Context: an optimization exercise on an open-source flow, tuned for small area, a short achievable clock period and few clock cycles. The choices shown serve that exercise and are no tape-out recipe.
Function not checked in this run: the RTL went through the layout flow alone.
Power is estimated from default activity; no workload was simulated.

File: design.v
module syncchan (
    input             clk,
    input             rst,           
    input      [8:0]  prog_len,      
    input      [63:0] sprite,        
    output     [7:0]  prog_addr,
    input      [15:0] prog_data,
    input             rel_valid,     
    input      [7:0]  rel_data,
    output            held,          
    output reg        tx_valid,      
    output reg [7:0]  tx_data,
    output reg        io_rd,
    output reg        io_wr,
    output reg [15:0] io_addr,
    output reg [7:0]  io_wdata,
    input      [7:0]  io_rdata,
    output reg        draw_valid,
    output reg [1:0]  draw_op,       
    output reg [8:0]  draw_x,
    output reg [7:0]  draw_y,
    output            done,
    output            fault,
    output     [1:0]  fault_cause,   
    output     [15:0] fault_info     
);
    localparam [7:0]  PX_RESET = 8'd128, PY_RESET = 8'd96, WPOS_RESET = 8'd0;
    localparam [7:0] OP_WAIT = 8'h01, OP_EMITC = 8'h02, OP_EMITHI = 8'h03, OP_EMITH = 8'h04,
                     OP_KSAMP = 8'h05, OP_JSAMP = 8'h06, OP_MSAMP = 8'h07, OP_PSTEP = 8'h08,
                     OP_RENDER = 8'h09, OP_PBTN = 8'h0A, OP_PSCR = 8'h0B, OP_JMP = 8'h0C;
    localparam [1:0] S_FETCH = 2'd0, S_EXEC = 2'd1, S_DONE = 2'd2, S_FAULT = 2'd3;
    localparam [1:0] F_ILLEGAL = 2'd1, F_UNWRITTEN = 2'd2, F_BADTARGET = 2'd3;
    reg [1:0]  state;
    reg [8:0]  na;           
    reg [15:0] ir;           
    reg        ir_fault;     
    reg [1:0]  ir_fcause;
    reg        ir_wait;      
    reg        ir_jmp;       
    reg [2:0]  step;
    reg        rel;          
    reg        rpass;        
    reg [2:0]  rj;           
    reg [7:0]  rem;          
    reg [4:0] kf [0:7];      
    reg [7:0] joy;
    reg [7:0] mx, my, mb, pmx, pmy, pmb;
    reg [7:0] dxr, dyr;      
    reg [3:0] dwr;           
    reg [7:0] ppx, ppy, pwpos;
    reg       kf_v, joy_v, m_v, pm_v, pp_v;
    reg [7:0] px, py, wpos;
    reg [3:0] sdx, sdy;
    reg       sfar;
    wire [7:0] op  = ir[15:8];
    wire [7:0] arg = ir[7:0];
    wire exec = (state == S_EXEC);
    wire run  = exec && !ir_fault;
    assign prog_addr = (exec && ir_jmp) ? arg : na[7:0];
    assign done  = (state == S_DONE);
    assign fault = (state == S_FAULT);
    function [7:0] hexchar(input [3:0] n);
        case (n)
            4'hA: hexchar = 8'h41;
            4'hB: hexchar = 8'h42;
            4'hC: hexchar = 8'h43;
            4'hD: hexchar = 8'h44;
            4'hE: hexchar = 8'h45;
            4'hF: hexchar = 8'h46;
            default: hexchar = {4'h3, n};
        endcase
    endfunction
    wire [7:0] dw = {{4{dwr[3]}}, dwr};
    reg [7:0] xr;
    always @(*) begin
        case (arg[4:0])
            5'h00, 5'h01, 5'h02, 5'h03, 5'h04, 5'h05, 5'h06, 5'h07:
                   xr = {3'b111, kf[arg[2:0]]};
            5'h08: xr = joy;
            5'h09: xr = mx;
            5'h0A: xr = my;
            5'h0B: xr = mb;
            5'h0C: xr = pmx;
            5'h0D: xr = pmy;
            5'h0E: xr = pmb;
            5'h0F: xr = dxr;
            5'h10: xr = dyr;
            5'h11: xr = dw;
            5'h12: xr = px;
            5'h13: xr = py;
            5'h14: xr = ppx;
            5'h15: xr = ppy;
            5'h16: xr = wpos;
            5'h17: xr = pwpos;
            default: xr = 8'h00;
        endcase
    end
    wire [8:0] x1 = {1'b0, px} + {dxr[7], dxr};
    wire signed [9:0] y1 = $signed({2'b00, py}) + $signed({{2{dyr[7]}}, dyr});
    wire signed [9:0] w1 = $signed({2'b00, wpos}) + $signed({{6{dwr[3]}}, dwr});
    wire [7:0] px_next = x1[7:0];
    wire       y_hi = (y1 > 10'sd191);
    wire       y_lo = (y1 < 10'sd0);
    wire [7:0] py_next = y_hi ? 8'd1 : y_lo ? 8'd192 : y1[7:0];
    wire [7:0] wpos_next = (w1 < 10'sd0)   ? 8'd0 :
                           (w1 > 10'sd191) ? 8'd191 : w1[7:0];
    wire dx_small = (dxr[7:3] == 5'b00000) || (dxr[7:3] == 5'b11111 && dxr[2:0] != 3'd0);
    wire dy_small = (dyr[7:3] == 5'b00000) || (dyr[7:3] == 5'b11111 && dyr[2:0] != 3'd0);
    wire x_wrap = x1[8];
    wire [3:0] sdx_next = 4'd0 - dxr[3:0];
    wire [3:0] sdy_next = 4'd0 - dyr[3:0];
    wire       sfar_next = !dx_small || !dy_small || x_wrap || y_hi || y_lo;
    wire is_pstep = (op == OP_PSTEP);
    wire [2:0] c0;                    
    wire [7:0] rax = rpass ? px : ppx;
    wire [7:0] ray = rpass ? py : ppy;
    wire [3:0] hexnib = (op == OP_EMITHI) ? (step[0] ? arg[3:0] : arg[7:4])
                                          : (step[0] ? xr[3:0]  : xr[7:4]);
    always @(*) begin
        tx_data  = (op == OP_EMITC) ? arg : hexchar(hexnib);
        io_addr  = (op == OP_KSAMP) ? {~(8'd1 << step), 8'hFE} :
                   (op == OP_JSAMP) ? 16'h001F : {8'h00, 6'b110111, step[0], 1'b1};
        io_wdata = {6'd0, (op[1:0] == 2'b11 && !step[0]) ? step[2:1] + 2'd1 : 2'd0};
        case (op[1:0])
            2'b01:   begin draw_op = {1'b0, rpass}; draw_x = {1'b0, rax} + {6'd0, c0}; draw_y = ray + {5'd0, rj}; end
            2'b10:   begin draw_op = 2'd2; draw_x = {7'd0, arg[1:0]}; draw_y = {7'd0, mb[arg[1:0]]}; end
            default: begin draw_op = 2'd3; draw_x = {1'b0, pwpos}; draw_y = wpos; end
        endcase
    end
    wire go = rel | (rel_valid & (rel_data != 8'h00));
    assign held = exec && ir_wait && !rel;
    wire [7:0] rem_rest;
    wire       rlast_row = (rem_rest == 8'h00);
    wire       rend = rlast_row && rpass && (rj == 3'd7);
    reg cmd_last;
    always @(*) begin
        tx_valid = 1'b0; io_rd = 1'b0; io_wr = 1'b0; draw_valid = 1'b0;
        cmd_last = 1'b0;
        if (run) begin
            case (op)
                OP_WAIT: cmd_last = go;
                OP_EMITC: begin tx_valid = 1'b1; cmd_last = 1'b1; end
                OP_EMITHI, OP_EMITH: begin tx_valid = 1'b1; cmd_last = step[0]; end
                OP_KSAMP: begin io_rd = 1'b1; cmd_last = (step == 3'd7); end
                OP_JSAMP: begin io_rd = 1'b1; cmd_last = 1'b1; end
                OP_MSAMP: begin
                    io_rd = step[0]; io_wr = !step[0];
                    cmd_last = (step == 3'd5);
                end
                OP_RENDER: begin
                    draw_valid = (rem != 8'h00);
                    cmd_last = rend;
                end
                OP_PBTN, OP_PSCR: begin draw_valid = 1'b1; cmd_last = 1'b1; end
                OP_PSTEP, OP_JMP: cmd_last = 1'b1;
                default: ;
            endcase
        end
    end
    wire wr_kf   = run && op == OP_KSAMP;
    wire wr_joy  = run && op == OP_JSAMP;
    wire ms      = run && op == OP_MSAMP;
    wire wr_pm   = ms && step == 3'd0;
    wire wr_mx   = ms && step == 3'd1;
    wire wr_my   = ms && step == 3'd3;
    wire wr_mb   = ms && step == 3'd5;
    wire wr_ps   = run && is_pstep;
    wire kf_vn  = kf_v  || (wr_kf && step == 3'd7);
    wire joy_vn = joy_v || wr_joy;
    wire m_vn   = m_v   || wr_mb;
    wire pm_vn  = wr_pm ? m_v : pm_v;
    wire pp_vn  = pp_v  || wr_ps;
    wire [7:0] fop  = prog_data[15:8];
    wire [7:0] farg = prog_data[7:0];
    reg f_illegal, f_unw;
    always @(*) begin
        f_illegal = 1'b0; f_unw = 1'b0;
        case (fop)
            OP_WAIT, OP_KSAMP, OP_JSAMP, OP_MSAMP:
                f_illegal = (farg != 8'h00);
            OP_EMITC, OP_EMITHI, OP_JMP: ;
            OP_EMITH: begin
                f_illegal = (farg > 8'h17);
                case (farg[4:0])
                    5'h00, 5'h01, 5'h02, 5'h03, 5'h04, 5'h05, 5'h06, 5'h07: f_unw = !kf_vn;
                    5'h08: f_unw = !joy_vn;
                    5'h09, 5'h0A, 5'h0B: f_unw = !m_vn;
                    5'h0C, 5'h0D, 5'h0E: f_unw = !pm_vn;
                    5'h0F, 5'h10, 5'h11: f_unw = !m_vn || !pm_vn;
                    5'h14, 5'h15, 5'h17: f_unw = !pp_vn;
                    default: ;
                endcase
            end
            OP_PSTEP:  begin f_illegal = (farg != 8'h00); f_unw = !m_vn || !pm_vn; end
            OP_RENDER, OP_PSCR:
                       begin f_illegal = (farg != 8'h00); f_unw = !pp_vn; end
            OP_PBTN:   begin f_illegal = (farg > 8'h03); f_unw = !m_vn; end
            default: f_illegal = 1'b1;
        endcase
    end
    wire f_badtgt = (fop == OP_JMP) && ({1'b0, farg} >= prog_len);
    reg [7:0] fname2;
    always @(*) begin
        case (op)
            OP_EMITH: begin
                case (arg[4:0])
                    5'h0F: fname2 = m_v ? 8'h0C : 8'h09;
                    5'h10: fname2 = m_v ? 8'h0D : 8'h0A;
                    5'h11: fname2 = m_v ? 8'h0E : 8'h0B;
                    default: fname2 = arg;
                endcase
            end
            OP_PSTEP:  fname2 = m_v ? 8'h0C : 8'h09;
            OP_RENDER: fname2 = 8'h14;
            OP_PBTN:   fname2 = 8'h0B;
            OP_PSCR:   fname2 = 8'h17;
            default:   fname2 = arg;        
        endcase
    end
    assign fault_cause = ir_fcause;
    assign fault_info  = (ir_fcause == F_ILLEGAL) ? ir : {8'h00, fname2};
    wire rfetch;                         
    wire [3:0] esdx = wr_ps ? sdx_next : sdx;
    wire [3:0] esdy = wr_ps ? sdy_next : sdy;
    wire       efar = wr_ps ? sfar_next : sfar;
    wire       in_render = run && op == OP_RENDER;
    wire       lp = in_render && (rpass ^ (rj == 3'd7));
    wire [2:0] lj = in_render ? rj + 3'd1 : 3'd0;
    function [7:0] srow(input [2:0] j);    
        integer c;
        for (c = 0; c < 8; c = c + 1)
            srow[c] = sprite[{j, 3'd7 - c[2:0]}];
    endfunction
    wire [7:0] arow = srow(lj);
    wire [3:0] nj4 = {1'b0, lj} + esdy;          
    wire [7:0] nrow = srow(nj4[2:0]);
    wire [15:0] nrow_ext = esdx[3] ? {nrow, 8'h00} : {8'h00, nrow};
    wire [15:0] nsh_w = nrow_ext >> esdx[2:0];
    wire [7:0]  nsh = (efar || nj4[3]) ? 8'h00 : nsh_w[7:0];
    wire [7:0]  lmask = lp ? arow : (arow & ~nsh);
    reg [2:0] c0r;
    integer k;
    always @(*) begin
        c0r = 3'd0;
        for (k = 7; k >= 0; k = k - 1)
            if (rem[k]) c0r = k[2:0];
    end
    assign c0 = c0r;
    assign rem_rest = rem & ~(8'd1 << c0);
    wire fetch = (state == S_FETCH) || (run && cmd_last);
    wire at_end = !(exec && ir_jmp) && (na == prog_len);
    wire fetch_go = fetch && !at_end;
    assign rfetch = fetch_go && (prog_data == 16'h0900);
    always @(posedge clk) begin
        if (rst) begin
            state <= S_FETCH;
            na    <= 9'd0;
            rel   <= 1'b0;
            kf_v <= 1'b0; joy_v <= 1'b0; m_v <= 1'b0; pm_v <= 1'b0; pp_v <= 1'b0;
            px <= PX_RESET; py <= PY_RESET; wpos <= WPOS_RESET;
        end else begin
            if (run && ir_wait && go)
                rel <= 1'b0;                         
            else if (rel_valid)
                rel <= (rel_data != 8'h00);
            if (exec && ir_fault)
                state <= S_FAULT;
            else if (fetch) begin
                if (at_end)
                    state <= S_DONE;
                else begin
                    state <= S_EXEC;
                    na    <= {1'b0, prog_addr} + 9'd1;
                end
            end
            kf_v <= kf_vn; joy_v <= joy_vn; m_v <= m_vn; pm_v <= pm_vn; pp_v <= pp_vn;
            if (wr_ps) begin
                px <= px_next; py <= py_next; wpos <= wpos_next;
            end
        end
        if (run)
            step <= step + 3'd1;
        if (wr_kf) kf[step] <= io_rdata[4:0];
        if (wr_joy) joy <= io_rdata;
        if (wr_pm) begin
            pmx <= mx; pmy <= my; pmb <= mb;
            dxr <= 8'd0; dyr <= 8'd0; dwr <= 4'd0;
        end
        if (wr_mx) begin mx <= io_rdata;  dxr <= io_rdata - pmx; end
        if (wr_my) begin my <= ~io_rdata; dyr <= ~io_rdata - pmy; end
        if (wr_mb) begin mb <= io_rdata;  dwr <= io_rdata[7:4] - pmb[7:4]; end
        if (wr_ps) begin
            ppx <= px; ppy <= py; pwpos <= wpos;
            sdx <= sdx_next; sdy <= sdy_next; sfar <= sfar_next;
        end
        if (rfetch || (in_render && rlast_row)) begin
            rpass <= lp;
            rj    <= lj;
            rem   <= lmask;
        end else if (in_render)
            rem <= rem_rest;
        if (fetch) begin
            ir        <= prog_data;
            step      <= 3'd0;
            ir_fault  <= f_illegal || f_unw || f_badtgt;
            ir_fcause <= f_illegal ? F_ILLEGAL : f_badtgt ? F_BADTARGET : F_UNWRITTEN;
            ir_wait   <= (prog_data == 16'h0100);
            ir_jmp    <= (fop == OP_JMP);
        end
    end
endmodule
File: run.sh
#!/bin/bash
# synth_recipe.tcl (not shown) runs the flow's synth.tcl, then flattens the netlist and writes it again
# the make line also repeats each setting of config.mk as NAME=value (left out here)
make -C /OpenROAD-flow-scripts/flow DESIGN_CONFIG=/design/flow/config.mk WORK_HOME=/design/flow/orfs CLKGATE_MAP_FILE= SYNTH_SCRIPT=/design/flow/synth_recipe.tcl finish
File: constraint.sdc
create_clock -name core_clock -period 10.0 [get_ports {clk}]
set_input_delay 2.0000 -clock core_clock [delete_from_list [all_inputs] [get_ports {clk}]]
set_output_delay 2.0000 -clock core_clock [all_outputs]
set_load 0.01 [all_outputs]
File: config.mk
export PLATFORM = sky130hd
export DESIGN_NAME = syncchan
export DESIGN_NICKNAME = syncchan
export VERILOG_FILES = /design/flow/design.v
export SDC_FILE = /design/flow/constraint.sdc
export NUM_CORES = 4
export LEC_CHECK = 0
export CAP_MARGIN = 20
export CORE_MARGIN = 2
export CORE_UTILIZATION = 40
export SETUP_SLACK_MARGIN = 5
export SLEW_MARGIN = 20
==> impl_metrics.csv <==
group,metric,value,unit
run_status,status,"timing/DRC/antenna clean",
placement,gp_congestion,0.942,
synthesis,ys_seq_area_frac,0.420,
power_and_ir_drop,p_comb_frac,0.187,
timing,layout_setup_ws,4680,ps
cts,clkTransAtPathRegs,60,ps
timing,fin_crit_sh,0.532,
timing,hold_viol_final,0,
worst_setup_path,path_class,"register to primary output",
final_layout,largest_reg_flops,40,
final_layout,reg_top3,"kf x40, ir x16, na x9",
timing,setup_viol,0,
route,route.met2.wl,24300,um
timing,slew_viol_final,0,
synthesis,synth_area,0.0150,mm^2
floorplan,boundaryPins,192,
timing,rsz0062_at_grt,"yes",
final_layout,area_delta_synth_final,30.1,%
timing,worst_pin_slew,1020,ps
route,vias_per_cell,5.93,
placement,post_dp_cell_area,0.0172,mm^2
route,wl_met3,4420,um
route,wl_met1,23100,um
timing,finalClockSkew,11.4,ps
power_and_ir_drop,leakagePower,7.59,nW
grt,antenna_found_initial,0,
route,highest_layer,"met4",
worst_setup_path,r2r_setup_slack,5270,ps
synthesis,synth_top_family_by_area,"compound AO/OA/AOI/OAI gates",
grt,grt.total_usage,0.269,
synthesis,yosys_warnings,1,
power_and_ir_drop,p_sw,0.000647,W
cts,clk_path_buf_depth,3,
power_and_ir_drop,swShare,0.262,
timing,fin_crit,5320,ps
route,first_pass_iters,6,
route,drc,0,
final_layout,final_util,0.531,
grt,grt_pass1_wl,79300,um
placement,place_hpwl,38800,um
final_layout,num-nets-final,1960,
synthesis,synth_fa_ha_area_frac,0.0808,
floorplan,die_h,198,um
cts,cts_buffers,26,
cts,h-tree-depth,1,
synthesis,synth_cell_type_count,81,
final_layout,num_antenna_cells,0,
timing,setup_tns,0,ps
floorplan,dieArea,0.0391,mm^2
synthesis,synth_edf_count,173,
route,postRouteWirelength,53500,um
final_layout,drive_above_1_share,0.200,
power_and_ir_drop,ir_worst_vdd,0.000119,V
placement,port_buffers,182,
floorplan,rows,70,
route,drt-initial-drc-count,1186,
power_and_ir_drop,p_clk_frac,0.386,
final_layout,final_cell_count_no_fill,2249,
placement,post-place-ws,3600,ps
floorplan,initial_core_util,0.408,
hold_path,hp-class,"register to register",
grt,grt_pass1_vias,12711,
worst_setup_path,arrival,3320,ps
power_and_ir_drop,p_int,0.00182,W
grt,grt_overflow_total,0,
synthesis,synth_mux_area_frac,0.0875,
final_layout,stdcell_area,0.0195,mm^2
route,antenna_left,0,
synthesis,synth-compound-area-share,0.163,
synthesis,synth_xor_area_frac,0.0396,
cts,root_buffer,"clkbuf_16",
worst_setup_path,path_max_fanout,4,
worst_setup_path,critPathCaptureType,"primary output",
run,cap_viol_max_count,0,
floorplan,die_x,198,um
floorplan,core_area,0.0368,mm^2
final_layout,largest-register,"kf",
timing,fmax,0.188,GHz
synthesis,synth-simple-area-share,0.158,
final_layout,fill_cells,3318,
route,avgRoutedWirePerCell,23.8,um
cts,tritoncts,"built",
worst_setup_path,required,8000,ps
synthesis,synth_cells,1515,
cts,clock_latency,540,ps
cts,clock_sinks,229,
grt,grt_start_max_net_pins,45,
placement,place_inst,2102,
synthesis,synth.avg_cell_area,9.92,um^2
worst_setup_path,start_kind,"register",
power_and_ir_drop,power_per_cell_area,126,mW/mm^2
synthesis,ys.flop_type,"edfxtp_1",
route,vias,13337,
synthesis,synth-async-reset-ratio,0,
timing,maxSlewHeadroom,0.318,
power_and_ir_drop,pwr-share-seq,0.427,
synthesis,yosys_register_bits,229,
power by group through the flow:
| stage | sequential [W] | combinational (W) | clock, W |
|---|---|---|---|
| 6_report | 0.00105 | 0.000462 | 0.000955 |
| 5_1_grt | 0.00106 | 0.000490 | 0.00100 |
| 4_1_cts | 0.00105 | 0.000445 | 0.000969 |
| 3_5_place_dp | 0.00108 | 0.000369 | 0 |
| 3_3_place_gp | 0.00108 | 0.000370 | 0 |
| 2_1_floorplan | 0.00106 | 0.000208 | 0 |
path summary, 6_finish.rpt:
path / from / to / cells after the start
max: register / tx_data[0] / 12
min: sdy[3] / sdy[3] / 2
max reg2reg: state[0] / rem[1] / 18
min reg2reg: sdy[3] / sdy[3] / 2
cell families (layout without fill, tap and decap cells):
logic type,after synthesis,count (layout)
AND/OR/NAND/NOR,483,483
XOR/XNOR,68,68
flip-flops,229,229
other,2,9
AO/OA/AOI/OAI,362,362
buffers and inverters,185,444
adder cells (fa/ha/maj),93,93
multiplexers,93,93
metal layers:
metal  track usage  vias up
met5             0        -
met4        0.0732        0
met3        0.0421       87
met2         0.427      625
met1         0.383     6514
li1              -     6111
cell usage in the layout, fill, tap and decap left out, types with 20 or more instances in the layout:
cell             instances
nand3_1                 37
nor3_1                  31
nor2_1                 116
xnor2_1                 38
nand4_1                 21
clkdlybuf4s50_1        155
ha_1                    75
edfxtp_1               173
a21o_1                  22
inv_1                   93
a22oi_1                 36
mux2i_1                 37
clkbuf_16               27
a21oi_1                 85
buf_4                   90
nand2_1                115
mux2_2                  24
mux4_2                  27
buf_6                   27
dfxtp_1                 53
o21ai_0                 45
nor2b_1                 20
xor2_1                  25
and2_1                  27
repair_timing:
action	in CTS	in global routing
setup buffers	69	29
hold buffers	0	0
setup endpoints to repair	48	38
gates cloned	3	0
gates resized for setup	187	79
pin swaps	40	38
through the flow:
stage / hold WS, ps / power [W]
after global placement: 433 / 0.00145
after floorplan: 422 / 0.00127
after detailed placement: 443 / 0.00145
final: 458 / 0.00247
after CTS: 460 / 0.00247
after global routing: 476 / 0.00255
synthesized netlist by cell type, types with 7 or more instances:
master,count,area (um^2)
edfxtp_1,173,5190
nor2_1,129,484
nand2_1,121,454
inv_1,95,357
a21oi_1,93,465
ha_1,81,1010
clkbuf_1,65,244
dfxtp_1,56,1120
o21ai_0,50,250
a22oi_1,45,338
nand3_1,39,195
xnor2_1,39,342
mux2i_1,37,370
nor3_1,37,185
and2_1,31,194
xor2_1,29,254
mux4_2,27,608
mux2_2,26,293
nor2b_1,25,156
a21o_1,22,165
nand4_1,21,131
o22ai_1,20,125
o221ai_1,17,149
nand2b_1,16,100
a211oi_1,15,113
and3_1,14,87.6
a31oi_1,13,81.3
a32oi_1,12,105
a221oi_1,11,96.3
buf_4,10,75.1
buf_1,8,30.0
fa_1,8,160
nor4_1,8,50.1
a22o_1,7,61.3
nand3b_1,7,52.6
nor3b_1,7,52.6
o211ai_1,7,52.6
o21a_1,7,52.6
o21bai_1,7,52.6
layout make-up:
class | instances | area, um^2 | share of cell area
Multi-Input combinational cell | 1108 | 8620 | 0.441
Clock inverter | 18 | 165 | 0.00845
Timing Repair inverter | 1 | 5.00 | 0.000256
Sequential cell | 229 | 6320 | 0.323
Inverter | 97 | 372 | 0.0190
Timing Repair Buffer | 300 | 2800 | 0.143
Clock buffer | 28 | 679 | 0.0348
Tap cell | 468 | 586 | 0.0300
worst max-delay path, cell delays in order (launching register included):
cell	delay (ps)
dfxtp_4	380
buf_6	110
mux4_2	480
mux2_4	300
a22o_1	230
or3_1	310
o211ai_1	100
buf_4	190
a21oi_4	50
buf_4	130
xor2_1	160
a21oi_2	170
buf_2	160

static timing again, ports no longer ideal:
No port has a modelled driver above. Below, the same layout with a new extraction and two added sets of constraints. Step 1, drivers: a clkbuf_16 drives clk and a buf_2 each remaining input, both assumed. Step 2 moves the port delays by t, midway between the first and last clock arrival at a register: inputs arrive t later, outputs are due t later. That takes back most of the time a late clock gives input paths. Three values: ideal, step 1, step 2; two values: the first two.
shift t [ns]: 0.589
slack for setup (ns): 4.678 / 4.625 / 4.831
latest minus earliest clock arrival (ns): 0.012 / 0.012
worst register clock-pin slew, ns: 0.06 / 0.06
After both steps this run still meets setup and hold. The setup slack of this run moves by -0.053 ns with the drivers and by +0.153 ns with both steps.
